This is an optimization exercise on Yosys and OpenROAD, whose aim is small area, a short achievable clock period and few clock cycles, not a production implementation. Function was checked by simulation only, so behaviour that the tests miss may differ from the original. Power is estimated from default activity; no workload was simulated.

[flow/config.mk]
export PLATFORM = sky130hd
export DESIGN_NAME = twocan_bpk
export DESIGN_NICKNAME = twocan_bpk
export VERILOG_FILES = /design/flow/design.v
export SDC_FILE = /design/flow/constraint.sdc
export NUM_CORES = 4
export LEC_CHECK = 0
export CAP_MARGIN = 20
export CORE_MARGIN = 2
export CORE_UTILIZATION = 25
export PLACE_DENSITY = 0.4
export SETUP_SLACK_MARGIN = 4
export SLEW_MARGIN = 20
export TNS_END_PERCENT = 5
[flow/constraint.sdc]
create_clock -name core_clock -period 10.0 [get_ports {clk}]
set_input_delay 2.0000 -clock core_clock [delete_from_list [all_inputs] [get_ports {clk}]]
set_output_delay 2.0000 -clock core_clock [all_outputs]
set_load 0.01 [all_outputs]
[flow/run.sh]
#!/bin/bash
# synth_recipe.tcl (not shown) runs the flow's synth.tcl, then flattens the netlist and writes it again
# the make line also repeats each setting of config.mk as NAME=value (left out here)
make -C /OpenROAD-flow-scripts/flow DESIGN_CONFIG=/design/flow/config.mk WORK_HOME=/design/flow/orfs CLKGATE_MAP_FILE= SYNTH_SCRIPT=/design/flow/synth_recipe.tcl finish
[flow/design.v]
module twocan_bpk (
    input  wire         clk,
    input  wire         rst,         
    input  wire         req_valid,
    input  wire [127:0] req,
    output wire         req_ready,
    output reg          rsp_valid,
    output wire [127:0] rsp
);
    localparam BV_MAX  = 512;
    localparam TXT_MAX = 86;
    localparam OP_NOP    = 8'h00, OP_HDEC  = 8'h01, OP_HENC  = 8'h02;
    localparam OP_NEW    = 8'h20, OP_GETI  = 8'h21, OP_PUTI  = 8'h22;
    localparam OP_GETS   = 8'h23, OP_PUTS  = 8'h24, OP_PUTD  = 8'h25;
    localparam OP_TCLR   = 8'h28, OP_TPUSH = 8'h29, OP_TGET  = 8'h2A;
    localparam OP_DEC6   = 8'h30, OP_ENC6  = 8'h31, OP_A2B   = 8'h32;
    localparam OP_B2A    = 8'h33, OP_TYPE  = 8'h34;
    localparam OP_STAT   = 8'hF0, OP_RESET = 8'hFF;
    localparam ST_OK = 8'h00, ST_ILLEGAL = 8'h80, ST_PGN_RANGE = 8'h81, ST_RANGE = 8'h82;
    localparam ST_VALUE = 8'h83, ST_BAD_ARMOR = 8'h84, ST_AIS_TYPE = 8'h85, ST_UNIMPL = 8'h87;
    localparam S_IDLE = 2'd0, S_GSTR = 2'd1, S_PSTR = 2'd2;
    localparam NW = BV_MAX / 32;     
    reg [31:0]       bvw [0:NW-1];   
    reg [9:0]        bvlen;
    reg [7:0]        txt [0:TXT_MAX-1];
    reg [6:0]        txtlen;
    reg [1:0]  state;
    reg [9:0]  pos;                  
    reg [9:0]  left;                 
    reg [6:0]  gi;                   
    reg [4:0]  grp;                  
    reg [6:0]  lastnz;               
    reg [29:0] ps_buf;               
    reg        b2a_md;               
    reg        a2b_md;               
    reg [29:0] gs_buf;               
    reg [119:0] rsp_f;               
    reg [7:0]   rsp_st;
    reg         rsp_z;               
    reg         rsp_gi;              
    reg  [5:0]  rsp_gb;              
    wire [31:0] gw = rsp_f[55:24];
    reg  [31:0] gw_rev, gm;          
    integer gk;
    always @* for (gk = 0; gk < 32; gk = gk + 1) begin
        gw_rev[gk] = gw[31 - gk];
        gm[gk]     = gtc({6'd0, rsp_gb}, gk);
    end
    wire [31:0] gv_s = gw_rev >> (~rsp_gb[4:0]);
    wire [31:0] gv   = rsp_gb[5] ? gw_rev : {1'b0, gv_s[31:1]};
    wire        gq0  = &(gw | ~gm);                          
    wire        gq1  = ~gw[0] & (&(gw[31:1] | ~gm[31:1]));   
    wire [119:0] rsp_fo = rsp_gi ? {rsp_f[119:58], gq1, gq0, gv, rsp_f[23:0]} : rsp_f;
    assign rsp = {rsp_fo & {120{~rsp_z}}, rsp_st};
    wire idle = (state == S_IDLE);
    assign req_ready = idle;
    wire accept = req_valid && idle;
    wire [7:0]  op = req[7:0];
    wire [11:0] fa = req[19:8];
    wire [11:0] fb = req[31:20];
    wire [31:0] fw = req[63:32];
    wire [63:0] fd = req[127:64];
    wire za = (fa == 12'd0);
    wire zb = (fb == 12'd0);
    wire zw = (fw == 32'd0);
    wire zd = (fd == 64'd0);
    wire zw8 = (fw[31:8] == 24'd0);
    wire is_nop  = (op == OP_NOP),  is_hdec = (op == OP_HDEC), is_henc = (op == OP_HENC);
    wire is_new  = (op == OP_NEW),  is_geti = (op == OP_GETI), is_puti = (op == OP_PUTI);
    wire is_gets = (op == OP_GETS), is_puts = (op == OP_PUTS), is_putd = (op == OP_PUTD);
    wire is_tclr = (op == OP_TCLR), is_push = (op == OP_TPUSH), is_tget = (op == OP_TGET);
    wire is_dec6 = (op == OP_DEC6), is_enc6 = (op == OP_ENC6), is_a2b  = (op == OP_A2B);
    wire is_b2a  = (op == OP_B2A),  is_type = (op == OP_TYPE);
    wire is_stat = (op == OP_STAT), is_sres = (op == OP_RESET);
    function gtc;
        input [11:0] x;
        input [11:0] c;
        integer i;
        begin
            gtc = 1'b0;
            for (i = 0; i < 12; i = i + 1)
                gtc = c[i] ? (x[i] & gtc) : (x[i] | gtc);
        end
    endfunction
    function [5:0] armor_val;        
        input [7:0] c;
        reg [4:0] u;
        reg [2:0] x, h;
        begin
            u = c[7:3];
            x = u[2:0];
            if (u[3] & u[2]) h = {x[2] ^ (x[1] & x[0]), x[1] ^ x[0], ~x[0]};    
            else             h = {x[2] ^ x[1], ~x[1], x[0]};                    
            armor_val = {h, c[2:0]};
        end
    endfunction
    function armor_ok;
        input [7:0] c;
        reg [4:0] u;
        begin
            u = c[7:3];
            armor_ok = ~u[4] & ((~u[3] & u[2] & u[1]) | (u[3] & ~(u[1] & u[0])));
        end
    endfunction
    function [7:0] armor_chr;        
        input [5:0] v;
        reg [2:0] y;
        reg [4:0] h;
        begin
            y = v[5:3];
            h[4] = 1'b0;
            h[3] = y[2] | y[1];
            h[2] = ~(y[2] | y[1]) | (y[2] & (y[1] | y[0]));
            h[1] = (~y[2] & ~y[1]) | (y[2] & ~y[1] & ~y[0]) | (y[2] & y[1] & y[0]);
            h[0] = (~y[2] & y[0]) | (y[2] & y[1] & ~y[0]);
            armor_chr = {h, v[2:0]};
        end
    endfunction
    function [7:0] itu_chr;          
        input [5:0] v;
        itu_chr = {1'b0, ~v[5], v};
    endfunction
    genvar k, g;
    reg any_bad_str, any_bad_arm;
    function str_bad;
        input [7:0] c;
        str_bad = c[7] | ~(c[6] ^ c[5]);
    endfunction
    wire [4:0] tlt;              
    generate for (g = 0; g < 5; g = g + 1) begin : g_tlt
        assign tlt[g] = gtc({5'd0, txtlen}, g);
    end endgenerate
    wire [9:0] txt6 = {txtlen, 2'b00} + {1'b0, txtlen, 1'b0};
    localparam NG = (TXT_MAX + 4) / 5;
    reg [4:0] fa_g;              
    reg [2:0] fa_l;              
    integer dq;
    always @* begin
        fa_g = 5'd0;
        fa_l = 3'd0;
        for (dq = 0; dq < 128; dq = dq + 1)
            if (fa[6:0] == dq) begin
                fa_g = dq / 5;
                fa_l = dq % 5;
            end
    end
    wire [39:0] tgrp [0:NG-1];
    generate for (g = 0; g < NG; g = g + 1) begin : g_tgrp
        genvar c;
        for (c = 0; c < 5; c = c + 1) begin : g_c
            if (5*g + c < TXT_MAX) begin : g_in
                assign tgrp[g][39 - 8*c -: 8] = txt[5*g + c];
            end else begin : g_out
                assign tgrp[g][39 - 8*c -: 8] = 8'd0;
            end
        end
    end endgenerate
    wire [4:0]  tr_g   = idle ? fa_g : (grp + 5'd1);
    wire [39:0] tr_grp = tgrp[tr_g];
    reg  [7:0]  tr_chr;
    always @* begin
        case (fa_l)
            3'd0: tr_chr = tr_grp[39:32];
            3'd1: tr_chr = tr_grp[31:24];
            3'd2: tr_chr = tr_grp[23:16];
            3'd3: tr_chr = tr_grp[15:8];
            default: tr_chr = tr_grp[7:0];
        endcase
    end
    wire [15:0] dec_fa, dec_pos;
    generate for (k = 0; k < 16; k = k + 1) begin : g_dec
        assign dec_fa[k]  = (fa[8:5] == k);
        assign dec_pos[k] = (pos[8:5] == k);
    end endgenerate
    wire [15:0] rp_dw = idle ? dec_fa : dec_pos;
    wire [5:0]  rp_sh = idle ? fa[5:0] : pos[5:0];
    reg  [31:0] rp_odd, rp_even;
    integer ri;
    always @* begin
        rp_odd  = 32'd0;
        rp_even = 32'd0;
        for (ri = 0; ri < 8; ri = ri + 1) begin
            if (rp_dw[2*ri] || (ri > 0 && rp_dw[2*ri-1])) rp_even = rp_even | bvw[2*ri];
            if (rp_dw[2*ri] || rp_dw[2*ri+1])             rp_odd  = rp_odd  | bvw[2*ri+1];
        end
    end
    wire [63:0]  rp_oe  = {rp_odd, rp_even};
    wire [127:0] rp_dbl = {rp_oe, rp_oe} >> rp_sh;
    wire [31:0]  rw     = rp_dbl[31:0];
    function carry13;
        input [12:0] x, y;
        reg [12:0] gg, pp;
        integer i, d;
        begin
            gg = x & y;
            pp = x | y;
            for (d = 1; d < 13; d = d * 2)
                for (i = 12; i >= 0; i = i - 1)
                    if (i >= d) begin
                        gg[i] = gg[i] | (pp[i] & gg[i-d]);
                        pp[i] = pp[i] & pp[i-d];
                    end
            carry13 = gg[12];
        end
    endfunction
    wire [12:0] fc_x = {1'b0, fa} ^ {1'b0, fb} ^ {3'b111, ~bvlen};
    wire [13:0] fc_c = {({1'b0, fa} & {1'b0, fb}) | ({1'b0, fa} & {3'b111, ~bvlen}) | ({1'b0, fb} & {3'b111, ~bvlen}), 1'b0};
    wire        fld_out = fc_c[13] | carry13(fc_x, fc_c[12:0]);
    wire [6:0]  fs_a  = fa[11:5];
    wire [5:0]  fs_s  = {1'b0, fa[4:0]} + fb[5:0];
    wire [6:0]  fs_lh = {2'd0, bvlen[9:5]};
    wire [6:0]  fs_lm = fs_lh - 7'd1;            
    wire        fs_lz = (bvlen[9:5] == 5'd0);
    wire        fs_le = (fs_s[4:0] <= bvlen[4:0]);
    wire        fs_ok0 = (fs_a < fs_lh) || ((fs_a == fs_lh) && fs_le);
    wire        fs_ok1 = !fs_lz && ((fs_a < fs_lm) || ((fs_a == fs_lm) && fs_le));
    wire        fld_out32 = fs_s[5] ? !fs_ok1 : !fs_ok0;
    wire        b_int_bad = zb || gtc(fb, 12'd32);
    function [1:0] m3add;
        input [1:0] x, y;
        begin
            m3add[0] = (~x[1] & ~x[0] & y[0]) | (x[0] & ~y[1] & ~y[0]) | (x[1] & y[1]);
            m3add[1] = (~x[1] & ~x[0] & y[1]) | (x[1] & ~y[1] & ~y[0]) | (x[0] & y[0]);
        end
    endfunction
    function [1:0] m3dig;
        input [1:0] d;
        m3dig = {d[1] & ~d[0], d[0] & ~d[1]};
    endfunction
    wire [1:0] fb_m3 = m3add(m3add(m3add(m3dig(fb[1:0]), m3dig(fb[3:2])),
                                   m3add(m3dig(fb[5:4]), m3dig(fb[7:6]))),
                             m3add(m3dig(fb[9:8]), m3dig(fb[11:10])));
    wire        b_mod6 = fb[0] || (fb_m3 != 2'd0);
    wire        len_bad6 = zb || b_mod6;
    wire [7:0] hb0 = fw[7:0], hb1 = fw[15:8], hb2 = fw[23:16], hb3 = fw[31:24];
    wire       hb2_hi = gtc({4'd0, hb2}, 12'd239);
    wire [16:0] dec_pgn = {hb3[0], hb2, (hb2_hi ? hb1 : 8'h00)};
    wire [7:0]  dec_dst = (hb3[0] || hb2_hi) ? 8'd255 : hb1;
    wire [7:0]  enc_b1 = gtc({4'd0, fw[15:8]}, 12'd239) ? fw[7:0] : fd[15:8];
    wire [31:0] enc_id = {3'b000, fd[18:16], 1'b0, fw[16], fw[15:8], enc_b1, fd[7:0]};
    reg [31:0] m_len;           
    integer mj;
    always @* for (mj = 0; mj < 32; mj = mj + 1)
        m_len[mj] = gtc({6'd0, fb[5:0]}, mj);
    wire        puti_big = |(fw & ~m_len);
    wire [5:0] typ = {bvw[0][0], bvw[0][1], bvw[0][2], bvw[0][3], bvw[0][4], bvw[0][5]};
    wire       typ_bad = (typ == 6'd0) || gtc({6'd0, typ}, 12'd27);
    wire [19:0] b2a_mul = ({10'd0, bvlen} + 20'd5) * 20'd683;
    wire [6:0]  b2a_m   = b2a_mul[18:12];                    
    wire [9:0]  b2a_m6  = {b2a_m, 2'b00} + {1'b0, b2a_m, 1'b0};
    wire [2:0]  b2a_pad = b2a_m6[2:0] - bvlen[2:0];
    wire        a2b_rng = gtc(fa, 12'd5) || (txtlen == 7'd0 && fa[2:0] != 3'd0) ||
                          (txtlen == TXT_MAX && !fa[2]);
    wire [9:0]  txt6_1 = txt6 - 10'd1, txt6_2 = txt6 - 10'd2, txt6_3 = txt6 - 10'd3;
    wire [9:0]  txt6_4 = txt6 - 10'd4, txt6_5 = txt6 - 10'd5;
    reg  [9:0]  a2b_len;
    always @* begin
        case (fa[2:0])
            3'd1: a2b_len = txt6_1;
            3'd2: a2b_len = txt6_2;
            3'd3: a2b_len = txt6_3;
            3'd4: a2b_len = txt6_4;
            3'd5: a2b_len = txt6_5;
            default: a2b_len = txt6;
        endcase
    end
    wire [31:0] raw_r =
          ({32{is_geti}} & rw)
        | ({32{is_hdec}} & {15'd0, dec_pgn})
        | ({32{is_henc}} & enc_id)
        | ({32{is_tget}} & {24'd0, tr_chr})
        | ({32{is_dec6}} & {26'd0, armor_val(fw[7:0])})
        | ({32{is_enc6}} & {24'd0, armor_chr(fw[5:0])})
        | ({32{is_b2a}}  & {29'd0, b2a_pad})
        | ({32{is_type}} & {26'd0, typ});
    wire [23:0] raw_n =
          ({24{is_new}}  & {12'd0, fb})
        | ({24{is_push}} & {17'd0, txtlen + 7'd1})
        | ({24{is_tget}} & {17'd0, txtlen})
        | ({24{is_a2b}}  & {14'd0, a2b_len})
        | ({24{is_b2a}}  & {17'd0, b2a_m});
    wire [63:0] raw_q =
          ({64{is_hdec}} & {45'd0, hb3[4:2], dec_dst, hb0});
    reg ill;
    always @* begin
        case (op)
            OP_NOP, OP_TCLR, OP_B2A, OP_TYPE, OP_STAT, OP_RESET:
                      ill = !(za && zb && zw && zd);
            OP_HDEC:  ill = !(za && zb && zd);
            OP_HENC:  ill = !(za && zb && fd[63:19] == 45'd0);
            OP_NEW:   ill = !(za && zw && zd);
            OP_GETI, OP_GETS, OP_PUTS:
                      ill = !(zw && zd);
            OP_PUTI, OP_PUTD:
                      ill = !zd;
            OP_TPUSH, OP_DEC6, OP_ENC6:
                      ill = !(za && zb && zw8 && zd);
            OP_TGET, OP_A2B:
                      ill = !(zb && zw && zd);
            default:  ill = 1'b1;
        endcase
    end
    reg [7:0] st;
    always @* begin
        st = ST_OK;
        if (ill) st = ST_ILLEGAL;
        else if (is_henc && fw[31:17] != 15'd0) st = ST_PGN_RANGE;
        else if (is_new && gtc(fb, BV_MAX)) st = ST_RANGE;
        else if ((is_geti || is_puti) && (b_int_bad || fld_out32)) st = ST_RANGE;
        else if (is_puti && puti_big) st = ST_VALUE;
        else if ((is_gets || is_puts) && (len_bad6 || fld_out)) st = ST_RANGE;
        else if (is_puts && ({3'b0, txt6} > {1'b0, fb} || any_bad_str)) st = ST_VALUE;
        else if (is_putd) st = ST_UNIMPL;
        else if (is_push && txtlen == TXT_MAX) st = ST_RANGE;
        else if (is_tget && {1'b0, fa} >= {6'd0, txtlen}) st = ST_RANGE;
        else if (is_dec6 && !armor_ok(fw[7:0])) st = ST_BAD_ARMOR;
        else if (is_enc6 && fw[7:6] != 2'd0) st = ST_VALUE;
        else if (is_a2b && a2b_rng) st = ST_RANGE;
        else if (is_a2b && any_bad_arm) st = ST_BAD_ARMOR;
        else if (is_type && !gtc({2'd0, bvlen}, 12'd5)) st = ST_RANGE;
        else if (is_type && typ_bad) st = ST_AIS_TYPE;
    end
    wire st_zero = st[7] && (st != ST_AIS_TYPE);
    wire ok_new  = accept && is_new  && !ill && !gtc(fb, BV_MAX);
    wire ok_puti = accept && is_puti && !ill && !b_int_bad && !fld_out32 && !puti_big;
    wire ok_gets = accept && is_gets && !ill && !len_bad6 && !fld_out;
    wire ok_puts = accept && is_puts && !ill && !len_bad6 && !fld_out &&
                   !({3'b0, txt6} > {1'b0, fb}) && !any_bad_str;
    wire ok_tclr = accept && is_tclr && !ill;
    wire ok_push = accept && is_push && !ill && (txtlen != TXT_MAX);
    wire ok_a2b  = accept && is_a2b  && !ill && !a2b_rng && !any_bad_arm;
    wire ok_b2a  = accept && is_b2a  && !ill;
    wire ok_sres = accept && is_sres && !ill;
    wire [9:0] ps_left = left;
    wire [6:0] ps_tl = txtlen - gi - 7'd5;  
    wire [5:0] gs_v [0:4];
    wire [4:0] gs_ok;            
    wire [4:0] gs_nz;
    generate for (k = 0; k < 5; k = k + 1) begin : g_lane
        assign gs_v[k]  = {gs_buf[6*k], gs_buf[6*k+1], gs_buf[6*k+2], gs_buf[6*k+3], gs_buf[6*k+4], gs_buf[6*k+5]};
        assign gs_ok[k] = gtc({2'd0, ps_left}, 6 * (k + 1) - 1);
        assign gs_nz[k] = gs_ok[k] && (gs_v[k] != 6'd0);
    end endgenerate
    wire       ps_last = !gtc({2'd0, ps_left}, 12'd30);
    reg  [6:0] gs_len;
    always @* begin
        gs_len = lastnz;
        if (gs_nz[0]) gs_len = gi + 7'd1;
        if (gs_nz[1]) gs_len = gi + 7'd2;
        if (gs_nz[2]) gs_len = gi + 7'd3;
        if (gs_nz[3]) gs_len = gi + 7'd4;
        if (gs_nz[4]) gs_len = gi + 7'd5;
    end
    wire [29:0] ps_codes, ps_first;
    generate for (k = 0; k < 5; k = k + 1) begin : g_pc
        assign ps_codes[29 - 6*k -: 6] = (gtc({5'd0, ps_tl}, k) && gtc({5'd0, txtlen}, {5'd0, gi} + 12'd4)) ?
                                         (a2b_md ? armor_val(tr_grp[39 - 8*k -: 8]) : tr_grp[37 - 8*k -: 6]) : 6'd0;
        assign ps_first[29 - 6*k -: 6] = tlt[k] ? (is_a2b ? armor_val(txt[k]) : txt[k][5:0]) : 6'd0;
    end endgenerate
    wire        wp_en = idle ? ok_puti : (state == S_PSTR);
    wire [15:0] wp_dw = idle ? dec_fa : dec_pos;
    wire [4:0]  wp_s0 = idle ? fa[4:0] : pos[4:0];
    wire [31:0] wl_s  = fw << (~fb[4:0]);
    wire [31:0] wl_in = fb[5] ? fw : {wl_s[30:0], 1'b0};
    wire [31:0] wl    = idle ? wl_in : {ps_buf, 2'b00};
    wire [5:0]  wb    = idle ? fb[5:0] : (gtc({2'd0, left}, 12'd29) ? 6'd30 : left[5:0]);
    reg  [31:0] wd, wm;          
    integer wj;
    always @* for (wj = 0; wj < 32; wj = wj + 1) begin
        wd[wj] = wl[31 - wj];
        wm[wj] = gtc({6'd0, wb}, wj);
    end
    wire [63:0] wd_dbl = {wd, wd} << wp_s0;
    wire [63:0] wm_dbl = {wm, wm} << wp_s0;
    wire [31:0] wp_rot = wd_dbl[63:32];
    wire [31:0] wm_rot = wm_dbl[63:32];
    reg  [31:0] wp_mlo, wp_mhi;
    integer wq;
    always @* for (wq = 0; wq < 32; wq = wq + 1) begin
        wp_mlo[wq] = wm_rot[wq] && !gtc({7'd0, wp_s0}, wq);     
        wp_mhi[wq] = wm_rot[wq] &&  gtc({7'd0, wp_s0}, wq);
    end
    genvar wv;
    generate for (wv = 0; wv < NW; wv = wv + 1) begin : g_bv
        wire sel = wp_en && ((wv % 2 == 1) ? (wp_dw[wv] || wp_dw[wv-1])
                                           : (wp_dw[wv] || (wv > 0 && wp_dw[(wv > 0) ? wv-1 : 0])));
        wire lo  = wp_dw[wv];      
        wire [31:0] msk = lo ? wp_mlo : wp_mhi;
        integer j;
        always @(posedge clk) begin
            for (j = 0; j < 32; j = j + 1) begin
                if (sel && msk[j])
                    bvw[wv][j] <= wp_rot[j];
                else if (ok_new || ok_a2b)
                    bvw[wv][j] <= 1'b0;
            end
        end
    end endgenerate
    wire       gs_on   = (state == S_GSTR);
    wire [7:0] lane_d [0:4];
    wire [7:0] lane_c [0:4];
    wire [4:0] lane_bs, lane_ba;
    generate for (k = 0; k < 5; k = k + 1) begin : g_ld
        assign lane_c[k] = b2a_md ? armor_chr(gs_v[k]) : itu_chr(gs_v[k]);
        assign lane_d[k] = gs_on ? lane_c[k] : fw[7:0];
        assign lane_bs[k] = gs_ok[k] && str_bad(lane_c[k]);
        assign lane_ba[k] = gs_ok[k] && !armor_ok(lane_c[k]);
    end endgenerate
    generate for (g = 0; g < TXT_MAX; g = g + 1) begin : g_txt
        wire we = (idle && txtlen == g) || (gs_on && grp == g / 5 && gs_ok[g % 5]);
        always @(posedge clk) begin
            if (we)
                txt[g] <= lane_d[g % 5];
        end
    end endgenerate
    always @(posedge clk) begin
        if (rst) begin
            state     <= S_IDLE;
            rsp_valid <= 1'b0;
            bvlen     <= 10'd0;
            txtlen    <= 7'd0;
            any_bad_str <= 1'b0;
            any_bad_arm <= 1'b0;
        end else begin
            rsp_valid <= 1'b0;
            case (state)
                S_IDLE: if (accept) begin
                    pos    <= is_gets ? (fa[9:0] + 10'd30) : is_b2a ? 10'd30 : is_a2b ? 10'd0 : fa[9:0];
                    gs_buf <= rw[29:0];
                    left   <= is_b2a ? b2a_m6 : is_a2b ? a2b_len : fb[9:0];
                    b2a_md <= is_b2a;
                    a2b_md <= is_a2b;
                    ps_buf <= ps_first;
                    gi     <= 7'd0;
                    grp    <= 5'd0;
                    lastnz <= 7'd0;
                    if (ok_new)  bvlen  <= fb[9:0];
                    if (ok_a2b)  bvlen  <= a2b_len;
                    if (ok_tclr) txtlen <= 7'd0;
                    if (ok_push) txtlen <= txtlen + 7'd1;
                    if (ok_b2a)  txtlen <= b2a_m;
                    if (ok_sres) begin
                        bvlen  <= 10'd0;
                        txtlen <= 7'd0;
                    end
                    if (ok_tclr || ok_sres || ok_gets || ok_b2a) begin
                        any_bad_str <= 1'b0;
                        any_bad_arm <= 1'b0;
                    end
                    if (ok_push) begin
                        any_bad_str <= any_bad_str | str_bad(fw[7:0]);
                        any_bad_arm <= any_bad_arm | !armor_ok(fw[7:0]);
                    end
                    rsp_f  <= {raw_q, raw_r, raw_n};
                    rsp_st <= st;
                    rsp_z  <= st_zero;
                    rsp_gi <= is_geti;
                    rsp_gb <= fb[5:0];
                    if (ok_gets || ok_b2a)
                        state <= S_GSTR;
                    else if (ok_puts || ok_a2b)
                        state <= S_PSTR;
                    else
                        rsp_valid <= 1'b1;
                end
                S_GSTR: begin
                    lastnz <= gs_len;
                    gs_buf <= rw[29:0];
                    any_bad_str <= any_bad_str | (|lane_bs);
                    any_bad_arm <= any_bad_arm | (|lane_ba);
                    gi     <= gi + 7'd5;
                    grp    <= grp + 5'd1;
                    pos    <= pos + 10'd30;
                    left   <= left - 10'd30;
                    if (ps_last) begin
                        if (!b2a_md) begin
                            txtlen <= gs_len;
                            rsp_f  <= {96'd0, 17'd0, gs_len};
                        end
                        rsp_valid <= 1'b1;
                        state     <= S_IDLE;
                    end
                end
                S_PSTR: begin
                    gi   <= gi + 7'd5;
                    grp  <= grp + 5'd1;
                    pos  <= pos + 10'd30;
                    left <= left - 10'd30;
                    ps_buf <= ps_codes;
                    if (ps_last) begin
                        rsp_valid <= 1'b1;
                        state     <= S_IDLE;
                    end
                end
                default: state <= S_IDLE;
            endcase
        end
    end
endmodule
==> results of run 1 <==
## area by class of cell
class	instances	area share [%]
diodes	29	0.0660
clock buffers	214	4.19
clock inverters	99	0.795
inverters	199	0.698
multi-input cells	7081	43.7
flip-flops and latches	1397	38.0
well taps	4794	5.46
repair buffers	827	7.09
## placed cells by master, fill, tap and decap left out, drive strengths merged, types with 78 or more instances in the layout
cell type	netlist	layout
o22ai	151	151
a211oi	106	106
o21ai	556	556
clkdlybuf4s50	0	158
nor2	1040	1042
buf	436	633
nor2b	95	95
ha	190	190
a221oi	107	107
nand2	1159	1159
mux2i	371	371
a22oi	392	392
nand4	88	88
nand3	266	266
o211ai	96	96
mux2	118	120
clkbuf	476	222
nor3	260	260
edfxtp	1375	1375
clkinv	9	78
a21oi	561	561
a31oi	98	98
inv	190	199
## flip-flops by register name (all words and copies together), names as in the netlist, 5 cells and up
register	flops
txt	688
bvw	512
rsp_f	63
gs_buf	30
ps_buf	30
bvlen	10
left	10
pos	9
gi	7
lastnz	7
txtlen	7
rsp_gb	6
grp	5
## stage by stage
step | total power [uW] | cell area (um^2) | hold slack (ps) | utilization, %
floorplan | 8070 | 91600 | 465 | -
global placement | 9460 | 100000 | 489 | 27.6
detailed placement | 9470 | 101000 | 498 | 27.7
CTS | 16000 | 109000 | 523 | 29.9
global route | 16400 | 110000 | 543 | 30.3
finish | 16100 | 110000 | 527 | 30.3
## worst max path at each step
stage,startpoint,endpoint,cells after the start
after global routing,bvlen[1]$_SDFFE_PP0P_,left[9]$_DFFE_PP_,26
after detailed placement,req[13],ps_buf[22]$_DFFE_PP_,18
after global placement,req[5],bvw[15][1]$_SDFFCE_PN0P_,11
after CTS,rsp_gb[5]$_DFFE_PP_,rsp[64],12
after floorplan,bvlen[1]$_SDFFE_PP0P_,left[9]$_DFFE_PP_,24
final,bvlen[1]$_SDFFE_PP0P_,left[9]$_DFFE_PP_,25
## power breakdown
group	total [uW]	switching, uW	internal [uW]	leakage (uW)
clock network	6420	2800	3620	0.00268
registers	6490	59.4	6430	0.0140
logic	3160	2260	901	0.0235
## logic make-up after synthesis
logic type / after synthesis
buffers and inverters: 1111
xor gates and xnor gates: 103
and+or+nand+nor: 3289
muxes: 547
DFF: 1397
other: 1
adders and majority gates: 232
AOI/OAI and AO/OA: 2844
## worst max-delay path: cells and delay by family (launching register included)
kind,cells,cell delay [ps]
buf+inv,5,540
mux,1,100
compound gates,9,2050
fa+ha+maj,8,3010
simple gates,1,150
xor+xnor,1,210
flops,1,370
## timing repair
item	4_1_cts	5_1_grt
endpoints found under the setup margin	1175	1117
cloned	6	6
endpoints found under the hold margin	0	0
buffers inserted	102	44
resized for setup	316	196
pin swaps	93	45
## per-layer routing
metal	GRT usage [%]	routed length, um	up-vias	share of wire, %
met4	18.1	41800	4	7.9
met3	4.33	40400	1258	7.7
met1	33.5	202000	44300	38
li1	-	-	36500	-
met2	44.1	242000	5046	46
met5	0	27	-	0.0051
==> results_dict.tcl, run 1 <==
set metrics [dict create \
    muxShareOfSynthArea_pct 7.00 \
    synth.avg_cell_area_um2 9.59 \
    grt_max_degree 189 \
    synth_top_area_share_pct 45.2 \
    reg2reg_slack_ps 3330 \
    outcome "complete, no violations" \
    yosys.area_share.simple_pct 16.1 \
    synth-warning-count 4 \
    end_kind "flip-flop" \
    relSlewSlack_pct 12.4 \
    hold_depth 2 \
    fp.coreArea_um2 363000 \
    synth-xor-area-share_pct 0.988 \
    nets 10000 \
    wl_um 526000 \
    ir_drop_mv 0.134 \
    synth_area_um2 91300 \
    vias_per_cell 5.94 \
    grt_overflow 0 \
    row_count 221 \
    clk_path_buf_depth 4 \
    setup_violations 0 \
    synth_seq_cells 1397 \
    layout.area.seq_um2 41800 \
    vias 87000 \
    synth.top_cells.by_count "1375 x edfxtp_1, 1158 x nand2_1, 1035 x nor2_1" \
    power.density_nw_per_um2 146 \
    clkSinkCount 1397 \
    cp.required_ps 10660 \
    grt_pass1_vias 83200 \
    hold_buffers 0 \
    period_share_pct 66.7 \
    fin_ws_ps 3330 \
    drcViolationCount 0 \
    fmax_ghz 0.150 \
    synth_top_family_by_area "compound AO/OA/AOI/OAI gates" \
    dp_hpwl_um 375000 \
    dp_slack_ps 1460 \
    crit_top_cell "fa_1" \
    r2r-start "bvlen[1]$_SDFFE_PP0P_" \
    critPathMaxFanout 4 \
    fill_cells 37600 \
    startpoint_type "flip-flop" \
    path_class "flip-flop to flip-flop" \
    hp-class "flip-flop to flip-flop" \
    dr.pass1.iters 10 \
    cap_violations 0 \
    synthMostInstantiatedCell "edfxtp_1" \
    gp_congestion 1.02 \
    async_flop_share_pct 0 \
    die_w_um 608 \
    fin_skew_ps 65.8 \
    finalMaxSlewViolations 0 \
    rsz0062_at_grt "yes" \
    reg2reg_to "left[9]$_DFFE_PP_" \
    power.leakage_uw 0.0402 \
    placedCellCount 14100 \
    seq_area_frac_synth_pct 45.7 \
    htreeDepth 4 \
    ioPinCount 261 \
    drive_gt1_share_pct 16.1 \
    portBuffers 199 \
    critPathSlowestCell "fa_1" \
    tightest_slew_ps 1310 \
    clock-root-buffer "clkbuf_16" \
    synth_top_cell_by_area "edfxtp_1" \
    ys_dominant_reg_cell "edfxtp_1" \
    syn-instance-count 9524 \
    critical_path.max_stage_delay_ps 560 \
    syn2layout_area_growth_pct 20.4 \
    synthAdderAreaFrac_pct 3.50 \
    r2r_cells 25 \
    min_to "state[1]$_SDFFE_PP0P_" \
    synth-compound-area-share_pct 21.4 \
    start_util_pct 25.1 \
    antenna_left 0 \
    critPathArrivalTime_ps 7330 \
    dieHeight_um 608 \
    min_from "state[1]$_SDFFE_PP0P_" \
    path_clk_slew_ps 60 \
    min_period_ps 6670 \
    multiInputGateArea_um2 48100 \
    ys_types 120 \
    drtIter0Drc 11400 \
    grt_pass1_wl_um 712000 \
    instances_no_fill 14600 \
    antenna_found_initial 37 \
    synth_edf_count 1375 \
    die-area_um2 370000 \
    tns_ps 0 \
    clock_latency_ps 920 \
    grt_use_total_pct 27.2 \
    cts_tree "yes" \
    post_drt_wl_per_cell_um 35.9 \
    hold_viol 0 \
    numCtsBuffers 178 \
    synth_area_leaders "edfxtp_1 45%, nand2_1 4.8%, nor2_1 4.3%" \
]
Testbench counts, summed over its fixed seeds: cycles 9,926.
==> inputs of run 2 (changes only) <==
--- a/flow/design.v
+++ b/flow/design.v
@@ -34,2 +34,4 @@
     reg        b2a_md;               
+    reg [9:0]  txt6;                 
+    reg [9:0]  gi6, lastnz6;         
     reg        a2b_md;               
@@ -132,3 +134,2 @@
     end endgenerate
-    wire [9:0] txt6 = {txtlen, 2'b00} + {1'b0, txtlen, 1'b0};
     localparam NG = (TXT_MAX + 4) / 5;
@@ -247,6 +248,2 @@
     wire       typ_bad = (typ == 6'd0) || gtc({6'd0, typ}, 12'd27);
-    wire [19:0] b2a_mul = ({10'd0, bvlen} + 20'd5) * 20'd683;
-    wire [6:0]  b2a_m   = b2a_mul[18:12];                    
-    wire [9:0]  b2a_m6  = {b2a_m, 2'b00} + {1'b0, b2a_m, 1'b0};
-    wire [2:0]  b2a_pad = b2a_m6[2:0] - bvlen[2:0];
     wire        a2b_rng = gtc(fa, 12'd5) || (txtlen == 7'd0 && fa[2:0] != 3'd0) ||
@@ -273,3 +270,2 @@
         | ({32{is_enc6}} & {24'd0, armor_chr(fw[5:0])})
-        | ({32{is_b2a}}  & {29'd0, b2a_pad})
         | ({32{is_type}} & {26'd0, typ});
@@ -280,3 +276,3 @@
         | ({24{is_a2b}}  & {14'd0, a2b_len})
-        | ({24{is_b2a}}  & {17'd0, b2a_m});
+;
     wire [63:0] raw_q =
@@ -340,3 +336,3 @@
         assign gs_v[k]  = {gs_buf[6*k], gs_buf[6*k+1], gs_buf[6*k+2], gs_buf[6*k+3], gs_buf[6*k+4], gs_buf[6*k+5]};
-        assign gs_ok[k] = gtc({2'd0, ps_left}, 6 * (k + 1) - 1);
+        assign gs_ok[k] = gtc({2'd0, ps_left}, 6 * k);
         assign gs_nz[k] = gs_ok[k] && (gs_v[k] != 6'd0);
@@ -345,10 +341,29 @@
     reg  [6:0] gs_len;
+    reg  [9:0] gs_len6;
     always @* begin
         gs_len = lastnz;
-        if (gs_nz[0]) gs_len = gi + 7'd1;
-        if (gs_nz[1]) gs_len = gi + 7'd2;
-        if (gs_nz[2]) gs_len = gi + 7'd3;
-        if (gs_nz[3]) gs_len = gi + 7'd4;
-        if (gs_nz[4]) gs_len = gi + 7'd5;
+        gs_len6 = lastnz6;
+        if (gs_nz[0]) begin gs_len = gi + 7'd1; gs_len6 = gi6 + 10'd6;  end
+        if (gs_nz[1]) begin gs_len = gi + 7'd2; gs_len6 = gi6 + 10'd12; end
+        if (gs_nz[2]) begin gs_len = gi + 7'd3; gs_len6 = gi6 + 10'd18; end
+        if (gs_nz[3]) begin gs_len = gi + 7'd4; gs_len6 = gi6 + 10'd24; end
+        if (gs_nz[4]) begin gs_len = gi + 7'd5; gs_len6 = gi6 + 10'd30; end
     end
+    wire [2:0] b2a_cl = {2'd0, gtc({2'd0, left}, 0)} + {2'd0, gtc({2'd0, left}, 6)} +
+                        {2'd0, gtc({2'd0, left}, 12)} + {2'd0, gtc({2'd0, left}, 18)} +
+                        {2'd0, gtc({2'd0, left}, 24)};
+    reg  [9:0] b2a_c6;
+    always @* begin
+        case (b2a_cl)
+            3'd1: b2a_c6 = 10'd6;
+            3'd2: b2a_c6 = 10'd12;
+            3'd3: b2a_c6 = 10'd18;
+            3'd4: b2a_c6 = 10'd24;
+            3'd5: b2a_c6 = 10'd30;
+            default: b2a_c6 = 10'd0;
+        endcase
+    end
+    wire [2:0] b2a_pad = b2a_c6[2:0] - left[2:0];
+    wire [6:0] b2a_m   = gi + {4'd0, b2a_cl};
+    wire [9:0] b2a_m6  = gi6 + b2a_c6;
     wire [29:0] ps_codes, ps_first;
@@ -421,2 +436,3 @@
             txtlen    <= 7'd0;
+            txt6      <= 10'd0;
             any_bad_str <= 1'b0;
@@ -429,3 +445,5 @@
                     gs_buf <= rw[29:0];
-                    left   <= is_b2a ? b2a_m6 : is_a2b ? a2b_len : fb[9:0];
+                    left   <= is_b2a ? bvlen : is_a2b ? a2b_len : fb[9:0];
+                    gi6    <= 10'd0;
+                    lastnz6 <= 10'd0;
                     b2a_md <= is_b2a;
@@ -439,4 +457,7 @@
                     if (ok_tclr) txtlen <= 7'd0;
-                    if (ok_push) txtlen <= txtlen + 7'd1;
-                    if (ok_b2a)  txtlen <= b2a_m;
+                    if (ok_push) begin
+                        txtlen <= txtlen + 7'd1;
+                        txt6   <= txt6 + 10'd6;
+                    end
+                    if (ok_tclr) txt6 <= 10'd0;
                     if (ok_sres) begin
@@ -444,2 +465,3 @@
                         txtlen <= 7'd0;
+                        txt6   <= 10'd0;
                     end
@@ -467,2 +489,4 @@
                     lastnz <= gs_len;
+                    lastnz6 <= gs_len6;
+                    gi6    <= gi6 + 10'd30;
                     gs_buf <= rw[29:0];
@@ -475,4 +499,9 @@
                     if (ps_last) begin
-                        if (!b2a_md) begin
+                        if (b2a_md) begin
+                            txtlen <= b2a_m;
+                            txt6   <= b2a_m6;
+                            rsp_f  <= {64'd0, 29'd0, b2a_pad, 17'd0, b2a_m};
+                        end else begin
                             txtlen <= gs_len;
+                            txt6   <= gs_len6;
                             rsp_f  <= {96'd0, 17'd0, gs_len};
--- a/flow/config.mk
+++ b/flow/config.mk
@@ -11,3 +11,3 @@
 export PLACE_DENSITY = 0.4
-export SETUP_SLACK_MARGIN = 4
+export SETUP_SLACK_MARGIN = 5
 export SLEW_MARGIN = 20
==> run 2 against run 1 <==
Critical path type is now input port to flip-flop. Cell count grew 4.3%. Clock skew increased by 73 ps. Clock-buffer cell count up 11. Critical endpoint is now rsp_f[40]$_SDFFCE_PP0P_. Via count grew 7.5%. Still clean. Register-to-register slack improved by 1200 ps. Non-clock buffer count rose by 551.
==> results_dict.tcl, run 2 <==
set metrics [dict create \
    fin_skew_ps 139 \
    grt_use_total_pct 29.6 \
    crit_family "compound AO/OA/AOI/OAI gates" \
    p_switching_uw 5990 \
    seq_area_frac_synth_pct 46.1 \
    critPathArrivalTime_ps 6200 \
    power.density_nw_per_um2 147 \
    total_power_uw 17800 \
    r2r-start "state[0]$_SDFFE_PP0P_" \
    crit_chain "buf_12 -> buf_12 -> buf_12 -> nor2b_1 -> a22o_1 -> buf_4 -> o2bb2ai_1 -> o21ai_1 -> a31oi_1 -> mux2i_1 -> mux2i_1 -> nand2_1 -> nand3_1 -> a32o_1 -> a222oi_1 -> inv_1" \
    tightest_slew_ps 1260 \
    antenna_found_initial 41 \
    wl_um 582000 \
    grt_pass1_vias 85800 \
    critical_path.max_stage_delay_ps 960 \
    internal_power_uw 11800 \
    rsz0062_at_grt "yes" \
    ioPinCount 261 \
    clkSinkCount 1426 \
    critPathSlowestCell "o21ai_1" \
    dieHeight_um 611 \
    pwr-share-comb_pct 25.6 \
    cp.required_ps 10610 \
    clkPwrFrac_pct 37.1 \
    syn-instance-count 9545 \
    critPathMaxFanout 9 \
    switching_share_pct 33.7 \
    fin_ws_ps 4410 \
    post-route-util_pct 32.9 \
    startpoint_type "input port" \
    clock-root-buffer "clkbuf_16" \
    synth_top_area_share_pct 45.4 \
    synth_edf_count 1394 \
    top_regs "txt (688), bvw (512), rsp_f (63)" \
    antenna_left 0 \
    top_register "txt" \
    largest_register_ffs 688 \
    stdcell_area_um2 121000 \
    start_util_pct 25.1 \
    min_from "txt6[0]$_SDFFE_PP0P_" \
    startpoint "req[16]" \
    portBuffers 199 \
    hold_viol 0 \
    synth-warning-count 4 \
    synth.avg_cell_area_um2 9.67 \
    period_share_pct 55.9 \
    drtIter0Drc 14600 \
    dr.pass1.iters 9 \
    hp-class "flip-flop to flip-flop" \
    synth_top_cell_by_area "edfxtp_1" \
    finalMaxSlewViolations 0 \
    path_clk_slew_ps 60 \
    cap_violations 0 \
    vias_per_cell 6.13 \
    hold_buffers 0 \
    ys_dominant_reg_cell "edfxtp_1" \
    clock_latency_ps 950 \
    synth_area_um2 92300 \
    die-area_um2 374000 \
    setup_violations 0 \
    fill_cells 37500 \
    path_class "input port to flip-flop" \
    htreeDepth 4 \
    die_w_um 611 \
    nets 10600 \
    drcViolationCount 0 \
    drive_gt1_share_pct 24.8 \
    synth_seq_cells 1426 \
    synthMostInstantiatedCell "edfxtp_1" \
    tns_ps 0 \
    min_period_ps 5590 \
    end_kind "flip-flop" \
    cp_num_buf_inv 5 \
    power_frac_seq_pct 37.4 \
    grt_overflow 0 \
    clk_path_buf_depth 4 \
    post_drt_wl_per_cell_um 38.1 \
    row_count 223 \
    fp.coreArea_um2 368000 \
    synth_area_leaders "edfxtp_1 45%, nand2_1 5.1%, nor2_1 4.0%" \
    outcome "complete, no violations" \
    grt_pass1_wl_um 768000 \
    crit_top_cell "buf_12" \
    relSlewSlack_pct 15.7 \
    synth.top_cells.by_count "1394 x edfxtp_1, 1260 x nand2_1, 984 x nor2_1" \
    dp_slack_ps 1090 \
    syn2layout_area_growth_pct 31.1 \
    grt_max_degree 124 \
    vias 93600 \
    dpl_cell_area_um2 101000 \
    numCtsBuffers 183 \
    cts_tree "yes" \
    layout_commonest_cell "edfxtp_1" \
    gp_congestion 1.03 \
    dp_hpwl_um 384000 \
    async_flop_share_pct 0 \
    ys_types 138 \
    final_cell_mix "1394 x edfxtp_1, 1224 x nand2_1, 910 x nor2_1" \
    ir_drop_mv 0.154 \
    fmax_ghz 0.179 \
    power.leakage_uw 0.0432 \
]
run 2: metrics by stage:
step,hold slack (ps),std cells
6_report,493,15300
5_1_grt,540,15300
4_1_cts,500,15000
3_5_place_dp,485,14200
3_3_place_gp,477,14200
2_1_floorplan,446,9605
run 2: worst register-to-register path, delay by kind of cell, from the launching register on:
kind | cells | cell delay, ps
multiplexers | 3 | 950
flip-flops | 1 | 370
buffers and inverters | 6 | 1150
AND/OR/NAND/NOR | 2 | 210
adder cells (fa/ha/maj) | 1 | 320
AO/OA/AOI/OAI | 5 | 2160
run 2: final timing paths:
path         cells after the start                 endpoint  slack (ps)
min                              2     txt6[0]$_SDFFE_PP0P_         490
max                             16  rsp_f[40]$_SDFFCE_PP0P_        4410
max reg2reg                     17  rsp_f[40]$_SDFFCE_PP0P_        4550
min reg2reg                      2     txt6[0]$_SDFFE_PP0P_         490
run 2: final cells by class:
type / instances / area, um^2 / area share, %
multi-input cells: 7149 / 50600 / 41.8
clock buffers: 225 / 4800 / 3.97
flip-flops and latches: 1426 / 42500 / 35.1
inverters: 144 / 614 / 0.508
repair buffers: 1378 / 15500 / 12.8
well taps: 4837 / 6050 / 5.00
clock inverters: 92 / 847 / 0.700
diodes: 18 / 45.0 / 0.0372
run 2: per-layer routing:
| layer | share of wire, % | up-vias | track usage, % | wire, um |
|---|---|---|---|---|
| li1 | - | 37800 | - | - |
| met1 | 39 | 47600 | 38.6 | 229000 |
| met2 | 43 | 6592 | 44.5 | 248000 |
| met3 | 11 | 1562 | 8.05 | 66700 |
| met4 | 6.6 | 12 | 15.3 | 38700 |
| met5 | 0.013 | - | 0 | 75 |
run 2: power by group through the flow:
stage | clock network, uW | logic (uW) | registers [uW]
global route | 6860 | 4590 | 6640
floorplan | 0 | 1780 | 6710
detailed placement | 0 | 3380 | 6760
CTS | 6660 | 4120 | 6640
finish | 6590 | 4540 | 6640
global placement | 0 | 3370 | 6760
run 2: repair_timing:
action                     4_1_cts  5_1_grt
gates resized for setup       1108      505
pin swaps                      241      165
buffers inserted               404      207
gates cloned                    64       24
setup endpoints to repair     1203     1177
run 2: logic make-up after synthesis:
group                    Yosys count  synth area share [%]
flip-flops                      1426                  46.1
XOR/XNOR                         115                  1.11
other                              1               0.00406
AO/OA/AOI/OAI                   2831                  21.3
multiplexers                     549                  7.11
buffers and inverters           1042                  5.33
adder cells (fa/ha/maj)          161                  2.33
AND/OR/NAND/NOR                 3420                  16.7
Testbench counts of run 2, summed over its fixed seeds: cycles 9,926.
==> inputs of run 3 (changes only) <==
--- a/flow/design.v
+++ b/flow/design.v
@@ -377,13 +377,13 @@
     wire [4:0]  wp_s0 = idle ? fa[4:0] : pos[4:0];
-    wire [31:0] wl_s  = fw << (~fb[4:0]);
-    wire [31:0] wl_in = fb[5] ? fw : {wl_s[30:0], 1'b0};
-    wire [31:0] wl    = idle ? wl_in : {ps_buf, 2'b00};
+    wire [31:0] wraw  = idle ? fw : {ps_buf, 2'b00};
+    reg  [31:0] wu;
     wire [5:0]  wb    = idle ? fb[5:0] : (gtc({2'd0, left}, 12'd29) ? 6'd30 : left[5:0]);
-    reg  [31:0] wd, wm;          
+    reg  [31:0] wm;              
     integer wj;
     always @* for (wj = 0; wj < 32; wj = wj + 1) begin
-        wd[wj] = wl[31 - wj];
+        wu[wj] = wraw[31 - wj];
         wm[wj] = gtc({6'd0, wb}, wj);
     end
-    wire [63:0] wd_dbl = {wd, wd} << wp_s0;
+    wire [4:0]  wp_amt = idle ? (fa[4:0] + fb[4:0]) : pos[4:0];
+    wire [63:0] wd_dbl = {wu, wu} << wp_amt;
     wire [63:0] wm_dbl = {wm, wm} << wp_s0;
==> run 3 against run 2 <==
Still clean on timing, DRC and antenna. Setup slack lost 330 ps. Cell area shrank 4.8%. Utilization shrank 0.54 points. Critical path depth grew 3. Die area shrank 2.9%. Register-to-register slack lost 320 ps. Clock power shrank 2%. Critical endpoint is now bvw[4][4]$_SDFFCE_PN0P_.
==> results_dict.tcl, run 3 <==
set metrics [dict create \
    holdWs_ps 515 \
    power.leakage_uw 0.0421 \
    largest_register_ffs 688 \
    cts_tree "yes" \
    reg2reg_slack_ps 4230 \
    cp.required_ps 10520 \
    antenna_found_initial 41 \
    synth_area_um2 89600 \
    fp.coreArea_um2 356000 \
    synth.avg_cell_area_um2 9.74 \
    path_clk_slew_ps 60 \
    vias_per_cell 5.98 \
    hold_buffers 0 \
    drtIter0Drc 12800 \
    die-area_um2 363000 \
    outcome "complete, no violations" \
    synth-warning-count 4 \
    synth-compound-area-share_pct 21.1 \
    fmax_ghz 0.169 \
    tightest_slew_ps 1280 \
    dp_hpwl_um 348000 \
    async_flop_share_pct 0 \
    top_regs "txt (688), bvw (512), rsp_f (63)" \
    grt_pass1_wl_um 700000 \
    layout_commonest_cell "edfxtp_1" \
    die_w_um 603 \
    dr.pass1.iters 8 \
    synth_seq_cells 1426 \
    end_kind "flip-flop" \
    antenna_left 0 \
    final_cell_mix "1394 x edfxtp_1, 925 x nand2_1, 871 x nor2_1" \
    grt_pass1_vias 81100 \
    dieHeight_um 603 \
    clkSinkCount 1426 \
    finalMaxSlewViolations 0 \
    ioPinCount 261 \
    ir_drop_mv 0.156 \
    syn-instance-count 9201 \
    synth_edf_count 1394 \
    yosys.area_share.simple_pct 16.7 \
    gp_congestion 0.968 \
    hp-class "flip-flop to flip-flop" \
    htreeDepth 4 \
    ys_types 110 \
    synth_top_cell_by_area "edfxtp_1" \
    start_util_pct 25.1 \
    grt_overflow 0 \
    drcViolationCount 0 \
    synthMostInstantiatedCell "edfxtp_1" \
    row_count 219 \
    cap_violations 0 \
    clock-root-buffer "clkbuf_16" \
    hold_viol 0 \
    r2r-start "state[0]$_SDFFE_PP0P_" \
    startpoint_type "input port" \
    post_drt_wl_per_cell_um 36.1 \
    synth_area_leaders "edfxtp_1 47%, mux2i_1 4.1%, nand2_1 4.0%" \
    critPathMaxFanout 8 \
    ys_dominant_reg_cell "edfxtp_1" \
    drive_gt1_share_pct 21.0 \
    rsz0062_at_grt "yes" \
    tns_ps 0 \
    setup_violations 0 \
    critPathArrivalTime_ps 6430 \
    muxShareOfSynthArea_pct 6.47 \
    period_share_pct 59.2 \
    reg2reg_to "rsp_f[30]$_SDFFCE_PP0P_" \
    portBuffers 199 \
    clock_latency_ps 920 \
    relSlewSlack_pct 14.5 \
    fin_skew_ps 144 \
    hold_depth 2 \
    seq_area_frac_synth_pct 47.4 \
    min_from "txt[4][0]$_DFFE_PP_" \
    synthAdderAreaFrac_pct 2.42 \
    syn2layout_area_growth_pct 28.5 \
    min_to "ps_buf[0]$_DFFE_PP_" \
    min_period_ps 5920 \
    synth-xor-area-share_pct 1.12 \
    path_class "input port to flip-flop" \
    synth_top_area_share_pct 46.7 \
    wl_um 529000 \
    grt_use_total_pct 27.4 \
    post-route-util_pct 32.3 \
    top_register "txt" \
    numCtsBuffers 179 \
    synth_top_family_by_area "compound AO/OA/AOI/OAI gates" \
    vias 87700 \
    r2r_cells 15 \
    nets 10000 \
    clk_path_buf_depth 4 \
    grt_max_degree 104 \
    power.density_nw_per_um2 149 \
    synth.top_cells.by_count "1394 x edfxtp_1, 956 x nand2_1, 938 x nor2_1" \
]
==> run 3: repair_timing <==
action	CTS	global route
pin swaps	95	155
resized for setup	572	594
setup endpoints to repair	1217	1209
setup buffers	212	185
hold endpoints to repair	0	0
gates cloned	58	32
==> run 3: per-layer routing <==
metal	vias up	track usage, %	share of wire, %
met5	-	0	0.047
met4	18	13.8	6.2
li1	36100	-	-
met3	1265	6.30	11
met2	5741	41.7	43
met1	44500	36.3	40
==> run 3: where the power goes <==
part / internal, uW / switching, uW
clock: 3620 / 2880
combinational: 1220 / 2780
sequential: 6560 / 69.5
==> run 3: worst max-delay path by stage <==
stage	startpoint	to	slack [ps]
after floorplan	req[8]	bvw[4][8]$_SDFFCE_PN0P_	4000
after global placement	req[14]	ps_buf[28]$_DFFE_PP_	1190
after detailed placement	req[14]	ps_buf[28]$_DFFE_PP_	1280
after CTS	state[0]$_SDFFE_PP0P_	rsp_f[30]$_SDFFCE_PP0P_	4120
after global routing	req[8]	bvw[2][7]$_SDFFCE_PN0P_	4070
final	req[8]	bvw[4][4]$_SDFFCE_PN0P_	4080
==> run 3: cell families (layout without fill, tap and decap cells) <==
family | count (synthesis) | in the layout
fa+ha+maj | 163 | 163
flops | 1426 | 1426
mux | 510 | 512
buf+inv | 994 | 1605
xor+xnor | 115 | 115
simple gates | 3188 | 3205
compound gates | 2804 | 2809
other cells | 1 | 75
==> run 3: worst max-delay path, stage by stage <==
cell and delay [ps]:
buf_16 130, ha_4 170, fa_2 590, ha_4 220, nor2b_4 110, o21a_1 170, o21a_1 160, o21a_1 170
o22a_1 190, or4b_4 500, a2111oi_4 460, o211ai_4 120, buf_12 180, a211o_4 380, or2_4 340, buf_12 190
mux2i_2 170, nand2_1 70, nand2_1 80
==> run 3: cell type report <==
| type | count | area (um^2) |
|---|---|---|
| Inverter | 142 | 596 |
| Tap cell | 4751 | 5940 |
| Clock inverter | 92 | 832 |
| Timing Repair inverter | 1 | 7.51 |
| Fill cell | 36400 | 241000 |
| Antenna cell | 14 | 35.0 |
| Clock buffer | 230 | 4780 |
| Multi-Input combinational cell | 6865 | 48100 |
| Sequential cell | 1426 | 42500 |
| Timing Repair Buffer | 1140 | 12300 |
==> run 3: metrics by stage <==
step / worst slack, ps / std cells / area [um^2] / power (uW)
after floorplan: 4000 / 9261 / 90000 / 8370
after global placement: 1190 / 13800 / 98900 / 10100
after detailed placement: 1280 / 13800 / 99000 / 10100
after CTS: 4120 / 14400 / 110000 / 16800
after global routing: 4070 / 14600 / 115000 / 17500
final: 4080 / 14700 / 115000 / 17100
Testbench counts of run 3, summed over its fixed seeds: cycles 9,926.
==> inputs of run 4 (changes only) <==
--- a/flow/design.v
+++ b/flow/design.v
@@ -43,2 +43,4 @@
     reg  [5:0]  rsp_gb;              
+    reg         rsp_tg;              
+    reg  [2:0]  rsp_tl;              
     wire [31:0] gw = rsp_f[55:24];
@@ -54,3 +56,14 @@
     wire        gq1  = ~gw[0] & (&(gw[31:1] | ~gm[31:1]));   
-    wire [119:0] rsp_fo = rsp_gi ? {rsp_f[119:58], gq1, gq0, gv, rsp_f[23:0]} : rsp_f;
+    reg  [7:0]  tg_chr;
+    always @* begin
+        case (rsp_tl)
+            3'd0: tg_chr = rsp_f[63:56];
+            3'd1: tg_chr = rsp_f[55:48];
+            3'd2: tg_chr = rsp_f[47:40];
+            3'd3: tg_chr = rsp_f[39:32];
+            default: tg_chr = rsp_f[31:24];
+        endcase
+    end
+    wire [119:0] rsp_fo = rsp_gi ? {rsp_f[119:58], gq1, gq0, gv, rsp_f[23:0]} :
+                          rsp_tg ? {64'd0, 24'd0, tg_chr, rsp_f[23:0]} : rsp_f;
     assign rsp = {rsp_fo & {120{~rsp_z}}, rsp_st};
@@ -160,12 +173,2 @@
     wire [39:0] tr_grp = tgrp[tr_g];
-    reg  [7:0]  tr_chr;
-    always @* begin
-        case (fa_l)
-            3'd0: tr_chr = tr_grp[39:32];
-            3'd1: tr_chr = tr_grp[31:24];
-            3'd2: tr_chr = tr_grp[23:16];
-            3'd3: tr_chr = tr_grp[15:8];
-            default: tr_chr = tr_grp[7:0];
-        endcase
-    end
     wire [15:0] dec_fa, dec_pos;
@@ -267,3 +270,3 @@
         | ({32{is_henc}} & enc_id)
-        | ({32{is_tget}} & {24'd0, tr_chr})
+        | ({32{is_tget}} & tr_grp[31:0])
         | ({32{is_dec6}} & {26'd0, armor_val(fw[7:0])})
@@ -278,3 +281,4 @@
     wire [63:0] raw_q =
-          ({64{is_hdec}} & {45'd0, hb3[4:2], dec_dst, hb0});
+          ({64{is_hdec}} & {45'd0, hb3[4:2], dec_dst, hb0})
+        | ({64{is_tget}} & {56'd0, tr_grp[39:32]});
     reg ill;
@@ -354,16 +358,16 @@
                         {2'd0, gtc({2'd0, left}, 24)};
-    reg  [9:0] b2a_c6;
+    reg  [2:0] b2a_c6l;           
+    reg  [9:0] b2a_m6;            
     always @* begin
         case (b2a_cl)
-            3'd1: b2a_c6 = 10'd6;
-            3'd2: b2a_c6 = 10'd12;
-            3'd3: b2a_c6 = 10'd18;
-            3'd4: b2a_c6 = 10'd24;
-            3'd5: b2a_c6 = 10'd30;
-            default: b2a_c6 = 10'd0;
+            3'd1: begin b2a_c6l = 3'd6; b2a_m6 = gi6 + 10'd6;  end
+            3'd2: begin b2a_c6l = 3'd4; b2a_m6 = gi6 + 10'd12; end
+            3'd3: begin b2a_c6l = 3'd2; b2a_m6 = gi6 + 10'd18; end
+            3'd4: begin b2a_c6l = 3'd0; b2a_m6 = gi6 + 10'd24; end
+            3'd5: begin b2a_c6l = 3'd6; b2a_m6 = gi6 + 10'd30; end
+            default: begin b2a_c6l = 3'd0; b2a_m6 = gi6; end
         endcase
     end
-    wire [2:0] b2a_pad = b2a_c6[2:0] - left[2:0];
+    wire [2:0] b2a_pad = b2a_c6l - left[2:0];
     wire [6:0] b2a_m   = gi + {4'd0, b2a_cl};
-    wire [9:0] b2a_m6  = gi6 + b2a_c6;
     wire [29:0] ps_codes, ps_first;
@@ -480,2 +484,4 @@
                     rsp_gb <= fb[5:0];
+                    rsp_tg <= is_tget;
+                    rsp_tl <= fa_l;
                     if (ok_gets || ok_b2a)
--- a/flow/config.mk
+++ b/flow/config.mk
@@ -13,2 +13,2 @@
 export SLEW_MARGIN = 20
-export TNS_END_PERCENT = 5
+export TNS_END_PERCENT = 0
==> run 4 against run 3 <==
Clock power fell by 2%. Die area rose by 0.11%. Critical path type unchanged. Clock skew fell by 80 ps. Critical path depth fell by 5. Non-clock buffer count fell by 390. Cell area fell by 6.9%. Total power fell by 5.5%. Utilization fell by 2.3 points. Still clean.
==> results_dict.tcl, run 4 <==
set metrics [dict create \
    dp_hpwl_um 359000 \
    critPathSlowestCell "a21boi_0" \
    drcViolationCount 0 \
    grt_pass1_vias 79200 \
    largest_register_ffs 688 \
    top_regs "txt (688), bvw (512), rsp_f (63)" \
    cts_tree "yes" \
    row_count 219 \
    critPathMaxFanout 12 \
    crit_chain "buf_2 -> mux2_8 -> nand2_1 -> nor2_2 -> a222oi_1 -> buf_4 -> nand3_1 -> a21boi_0 -> mux2i_1 -> mux2i_1 -> mux2_2 -> a22oi_1 -> o21bai_1 -> o2bb2ai_1" \
    met2_usage_pct 41.3 \
    hold_buffers 0 \
    synth-compound-area-share_pct 21.8 \
    synth_edf_count 1398 \
    numCtsBuffers 177 \
    drive_gt1_share_pct 14.4 \
    fill_cells 36800 \
    ioPinCount 261 \
    ir_drop_mv 0.139 \
    setup_violations 0 \
    muxShareOfSynthArea_pct 7.00 \
    die_w_um 603 \
    finalMaxSlewViolations 0 \
    end_kind "flip-flop" \
    switching_share_pct 32.0 \
    synth_top_cell_by_area "edfxtp_1" \
    synth.top_cells.by_count "1398 x edfxtp_1, 998 x nand2_1, 925 x nor2_1" \
    outcome "complete, no violations" \
    min_period_ps 6280 \
    pwr-share-comb_pct 19.7 \
    clkPwrFrac_pct 39.2 \
    hp-class "flip-flop to flip-flop" \
    grt_overflow 0 \
    multiInputGateArea_um2 45100 \
    power.density_nw_per_um2 151 \
    path_class "input port to flip-flop" \
    synth-xor-area-share_pct 1.04 \
    total_power_uw 16200 \
    crit_top_cell "mux2i_1" \
    dr.pass1.iters 7 \
    synth_top_family_by_area "compound AO/OA/AOI/OAI gates" \
    portBuffers 199 \
    gp_congestion 0.973 \
    fp.coreArea_um2 356000 \
    met1_usage_pct 35.7 \
    startpoint_type "input port" \
    path_clk_slew_ps 60 \
    vias_per_cell 5.99 \
    crit_family "compound AO/OA/AOI/OAI gates" \
    clock_latency_ps 880 \
    power_frac_seq_pct 41.1 \
    drtIter0Drc 12200 \
    htreeDepth 4 \
    tightest_slew_ps 1240 \
    p_switching_uw 5180 \
    async_flop_share_pct 0 \
    synth_top_area_share_pct 46.8 \
    antenna_found_initial 36 \
    r2r_cells 16 \
    seq_area_frac_synth_pct 47.5 \
    clock-root-buffer "clkbuf_16" \
    synth.avg_cell_area_um2 9.87 \
    ys_dominant_reg_cell "edfxtp_1" \
    final_cell_mix "1398 x edfxtp_1, 986 x nand2_1, 893 x nor2_1" \
    worst-path-stages 14 \
    critPathArrivalTime_ps 6960 \
    synth_area_um2 89700 \
    grt_use_total_pct 26.7 \
    wl_um 508000 \
    internal_power_uw 11000 \
    layout.area.seq_um2 42600 \
    relSlewSlack_pct 16.7 \
    period_share_pct 62.8 \
    fin_skew_ps 64.5 \
    fmax_ghz 0.159 \
    nets 9497 \
    cp_num_buf_inv 2 \
    synthAdderAreaFrac_pct 2.27 \
    hold_depth 2 \
    synth_area_leaders "edfxtp_1 47%, nand2_1 4.2%, mux2i_1 4.0%" \
    globalRouteMet3Util_pct 4.94 \
    clk_path_buf_depth 4 \
    power.leakage_uw 0.0388 \
    hold_viol 0 \
    post-route-util_pct 30.1 \
    rsz0062_at_grt "yes" \
    yosys.area_share.simple_pct 15.6 \
    grt_max_degree 144 \
    ys_types 106 \
    start_util_pct 25.2 \
    synth_seq_cells 1430 \
    syn-instance-count 9086 \
    cp.required_ps 10680 \
    antenna_left 0 \
    grt_pass1_wl_um 682000 \
    layout_commonest_cell "edfxtp_1" \
    die-area_um2 364000 \
    syn2layout_area_growth_pct 19.5 \
    post_drt_wl_per_cell_um 36.0 \
    critical_path.max_stage_delay_ps 680 \
    top_register "txt" \
    synth-warning-count 4 \
    cap_violations 0 \
    grt.busiest_layer "met2" \
    dieHeight_um 603 \
    tns_ps 0 \
    synthMostInstantiatedCell "edfxtp_1" \
    clkSinkCount 1430 \
    vias 84600 \
]
[run 4: cell types whose count changed in the layout (fill, tap and decap cells not counted), sizes merged, moves of 43 or more]
| cell | change |
|---|---|
| o21ai | -55 |
| buf | -373 |
| o22ai | -113 |
| nand2b | -95 |
| o22a | +52 |
| a222oi | +43 |
| and2 | -80 |
| a22oi | +139 |
| o221ai | -46 |
| a21oi | -93 |
[run 4: cell families after synthesis]
logic type               count (synthesis)
XOR/XNOR                               106
buffers and inverters                  993
multiplexers                           533
flip-flops                            1430
other                                    1
AO/OA/AOI/OAI                         2807
AND/OR/NAND/NOR                       3061
adder cells (fa/ha/maj)                155
[run 4: metal layers]
metal / vias up / wire length [um]
li1: 35100 / -
met1: 43300 / 210000
met2: 5114 / 224000
met3: 1060 / 45300
met4: 20 / 28700
met5: - / 131
[run 4: path summary, 6_finish.rpt]
path	startpoint	slack [ps]	to
max	req[16]	3720	rsp_f[38]$_SDFFCE_PP0P_
min	txt6[0]$_SDFFE_PP0P_	520	txt6[0]$_SDFFE_PP0P_
max reg2reg	state[0]$_SDFFE_PP0P_	3830	rsp_f[38]$_SDFFCE_PP0P_
min reg2reg	txt6[0]$_SDFFE_PP0P_	520	txt6[0]$_SDFFE_PP0P_
[run 4: layout make-up]
cell class,instances,area share [%]
multi-input combinational,6724,42.0
sequential,1430,39.8
tap,4751,5.55
timing repair inverter,1,0.00467
clock inverter,90,0.691
clock buffer,228,4.39
timing repair buffer,750,7.02
inverter,138,0.509
antenna,19,0.0444
[run 4: repair_timing]
action,4_1_cts,5_1_grt
hold endpoints to repair,0,0
gates cloned,5,10
setup endpoints to repair,1222,1220
gates resized for setup,194,241
pin swaps,33,45
setup buffers,66,51
[run 4: worst register-to-register path: stages, from the launching register on]
cell	delay [ps]
dfxtp_1	360
inv_1	160
ha_4	530
buf_4	420
mux2_8	350
nand2_1	540
nor2_2	660
a222oi_1	140
buf_4	220
nand3_1	100
a21boi_0	680
mux2i_1	330
mux2i_1	420
mux2_2	260
a22oi_1	70
o21bai_1	530
o2bb2ai_1	210
[run 4: power by group through the flow]
| stage | Sequential, uW | Clock [uW] | Combinational, uW |
|---|---|---|---|
| 4_1_cts | 6650 | 6440 | 3040 |
| 5_1_grt | 6650 | 6620 | 3250 |
| 6_report | 6650 | 6340 | 3190 |
| 3_5_place_dp | 6770 | 0 | 2960 |
| 3_3_place_gp | 6770 | 0 | 2950 |
| 2_1_floorplan | 6720 | 0 | 1530 |
[run 4: stage by stage]
step / instances / setup slack (ps) / instance area (um^2) / hold WS [ps]
floorplan: 9146 / 3860 / 89900 / 470
global placement: 13700 / 652 / 98400 / 502
detailed placement: 13700 / 1450 / 98600 / 511
CTS: 14000 / 3680 / 106000 / 522
global route: 14100 / 3800 / 107000 / 551
finish: 14100 / 3720 / 107000 / 524
Testbench counts of run 4, summed over its fixed seeds: cycles 9,926.

-- afterwards: timing with drivers on the ports --
In the flow no input, the clock included, has a driving cell. The finished layouts below were timed again as built, in two steps.
Step 1 sets driving cells, clkbuf_16 on the clock port and buf_2 on the other inputs (assumed; they add their load-dependent delay and slew).
Step 2, shift: input delay + t, output delay - t, t = (earliest + latest rising clock arrival at the registers) / 2. This alone moves slack from input paths to output paths.
a / b / c = no drivers / after step 1 / after step 2; a / b = the first two.
run | shift t [ns] | setup slack, ns | hold WS [ns] | worst setup path after step 2 | clock arrival spread, ns
run 1 | 0.994 | 3.328 / 3.328 / 2.765 | 0.527 / 0.527 / 0.527 | input to register | 0.069 / 0.069
run 2 | 0.994 | 4.411 / 4.428 / 3.434 | 0.493 / 0.493 / 0.493 | input to register | 0.141 / 0.141
run 3 | 0.955 | 4.083 / 4.057 / 3.102 | 0.515 / 0.515 / 0.515 | input to register | 0.152 / 0.152
run 4 | 0.968 | 3.722 / 3.674 / 2.706 | 0.524 / 0.524 / 0.524 | input to register | 0.080 / 0.079
After both steps every run listed still meets setup and hold. For run 4, which loses most, drivers alone change the setup slack by -0.048 ns; drivers and shift together by -1.016 ns.
